What follows belongs to an exercise in optimizing a design on an open flow for small area, a short achievable clock period and few clock cycles; a production flow would make more cautious choices.

==> raven: inputs <==
==> flow/design.v (excerpt) <==
module rle_codec (
    input  wire        clk,
    input  wire        rst,
    input  wire        in_valid,
    output wire        in_ready,
    input  wire [7:0]  in_data,
    input  wire        in_last,
    input  wire        in_mode,
    output wire        out_valid,
    input  wire        out_ready,
    output wire [7:0]  out_data,
    output wire        done,
    output wire        err,
    output wire [15:0] err_pos
);
clock: 6.0 ns
lec_check: 0
cap_margin: 20
core_margin: 2
core_utilization: 40
cts_buf_list: sky130_fd_sc_hd__clkbuf_8
cts_cluster_diameter: 60
cts_cluster_size: 18
place_density: 0.6
setup_slack_margin: 3.6
slew_margin: 20
run.sh (not shown) runs the stock make flow with config.mk's settings and CLKGATE_MAP_FILE= SYNTH_SCRIPT=/design/flow/synth_recipe.tcl, a recipe that flattens the netlist after the stock synthesis.
==> fjord: changes against raven <==
--- a/flow/design.v
+++ b/flow/design.v
@@ -100,51 +100,70 @@
                         nxt = {wk1, wd1};
                 end
             end
             always @(posedge clk) begin
                 {wfk[gw], wfd[gw]} <= nxt;
             end
         end
     endgenerate
-    wire [2:0] wf_cnt_a = wf_cnt + {1'b0, wf_n};
-    wire [2:0] wf_cnt_b = wf_cnt + {1'b0, wf_n} - 3'd1;
+    wire [2:0] wf_cm1 = wf_cnt - 3'd1;
+    wire [2:0] wf_cp1 = wf_cnt + 3'd1;
+    wire [2:0] wf_cp2 = wf_cnt + 3'd2;
+    reg  [2:0] wf_cnt_n;
+    always @(*) begin
+        case ({wf_pop, wf_n})
+        3'b000:  wf_cnt_n = wf_cnt;
+        3'b001:  wf_cnt_n = wf_cp1;
+        3'b010:  wf_cnt_n = wf_cp2;
+        3'b100:  wf_cnt_n = wf_cm1;
+        3'b101:  wf_cnt_n = wf_cnt;
+        3'b110:  wf_cnt_n = wf_cp1;
+        default: wf_cnt_n = wf_cnt;
+        endcase
+    end
     always @(posedge clk) begin
         if (rst) begin
             wf_cnt <= 3'd0;
             hflag  <= 1'b0;
         end else begin
-            wf_cnt <= wf_pop ? wf_cnt_b : wf_cnt_a;
+            wf_cnt <= wf_cnt_n;
             if (wf_pop)
                 hflag <= 1'b0;
             else if (ring_wr)
                 hflag <= 1'b1;
         end
     end
     reg        lf_push;
     reg  [6:0] lf_val;
     wire       lf_pop;
     reg  [6:0] lfd [0:7];
     reg  [2:0] lfw, lfr;
     reg  [3:0] lf_cnt;
     wire       lf_full = lf_cnt[3];
     wire       lf_ne   = (lf_cnt != 4'd0);
     wire [6:0] lf_h    = lfd[lfr];
+    wire [3:0] lf_cp1  = lf_cnt + 4'd1;
+    wire [3:0] lf_cm1  = lf_cnt - 4'd1;
     always @(posedge clk) begin
         if (lf_push) lfd[lfw] <= lf_val;
     end
     always @(posedge clk) begin
         if (rst) begin
             lfw    <= 3'd0;
             lfr    <= 3'd0;
             lf_cnt <= 4'd0;
         end else begin
             if (lf_push) lfw <= lfw + 3'd1;
             if (lf_pop)  lfr <= lfr + 3'd1;
-            lf_cnt <= lf_cnt + {3'd0, lf_push} - {3'd0, lf_pop};
+            case ({lf_push, lf_pop})
+            2'b10:   lf_cnt <= lf_cp1;
+            2'b01:   lf_cnt <= lf_cm1;
+            default: lf_cnt <= lf_cnt;
+            endcase
         end
     end
     reg  [7:0] rd [0:NR-1];
     reg        rm [0:NR-1];
     reg  [6:0] tid;
     reg  [6:0] tid1;            
     reg        rflush;          
     reg        scan;
SETUP_SLACK_MARGIN = 3.4   (was 3.6)
==> qor.yml <==
status:
  status: "complete, no violations"
finish:
  multi_input_area_share_pct: 21.1
  buffer_area_share_pct: 5.36
  buffers: 257
  fin_cells: 4348
power_and_ir_drop:
  p_int_mw: 14.1
synth:
  synth_common_cells: "dfxtp_1 (1344), nor2_1 (204), nand2_1 (156)"
  synth_fp_nets: 2835
  ys_types: 96
timing:
  timing.hold.ws_ps: 288
  fin_skew_ps: 84.0
placement:
  post-place-ws_ps: 1690
clock_network:
  cts.clk_slew.worst_paths_ps: 110
the above is filed under fjord

==> qor.yml <==
status:
  status: "complete, no violations"
synth:
  synth_common_cells: "dfxtp_1 (1344), nor2_1 (220), edfxtp_1 (112), nand2_1 (112), a21oi_1 (104)"
  synthTopCellsByArea: "dfxtp_1 (70%), edfxtp_1 (8.8%), nor2_1 (2.2%)"
min_path:
  worstHoldStart: "rd[89][5]$_DFF_P_"
timing:
  fin_skew_ps: 28.8
  timing.hold.ws_ps: 308
critical_path:
  critPathRequiredTime_ps: 6610
finish:
  buffers: 227
  fin_cells: 4251
  buffer_area_share_pct: 5.23
  final_nets: 3000
power_and_ir_drop:
  p_int_mw: 14.4
clock_network:
  cts.clk_slew.worst_paths_ps: 100
placement:
  post-place-ws_ps: 1760
the above is filed under raven

No functional check of the RTL was part of any run of this note.

afterwards: timing with drivers on the ports:
The flow's constraints put no driver on any port. The routed layouts listed below were extracted and timed again, unchanged, in two steps. Step 1, drivers: a clkbuf_16 drives clk and a buf_2 each remaining input, both assumed. Step 2, shift: input delay + t, output delay - t, t = (earliest + latest rising clock arrival at the registers) / 2. This alone moves slack from input paths to output paths. Slacks: ideal / step 1 / step 2; pairs: ideal / step 1.
run	t (ns)	setup slack, ns	worst setup path at the end
raven	0.800	2.763 / 2.762 / 2.762	register to register
fjord	0.800	2.868 / 2.868 / 2.777	input to register
After both steps every run listed still meets setup and hold. The setup slack of fjord, which loses most, moves by 0.000 ns with the drivers and by -0.091 ns with both steps.
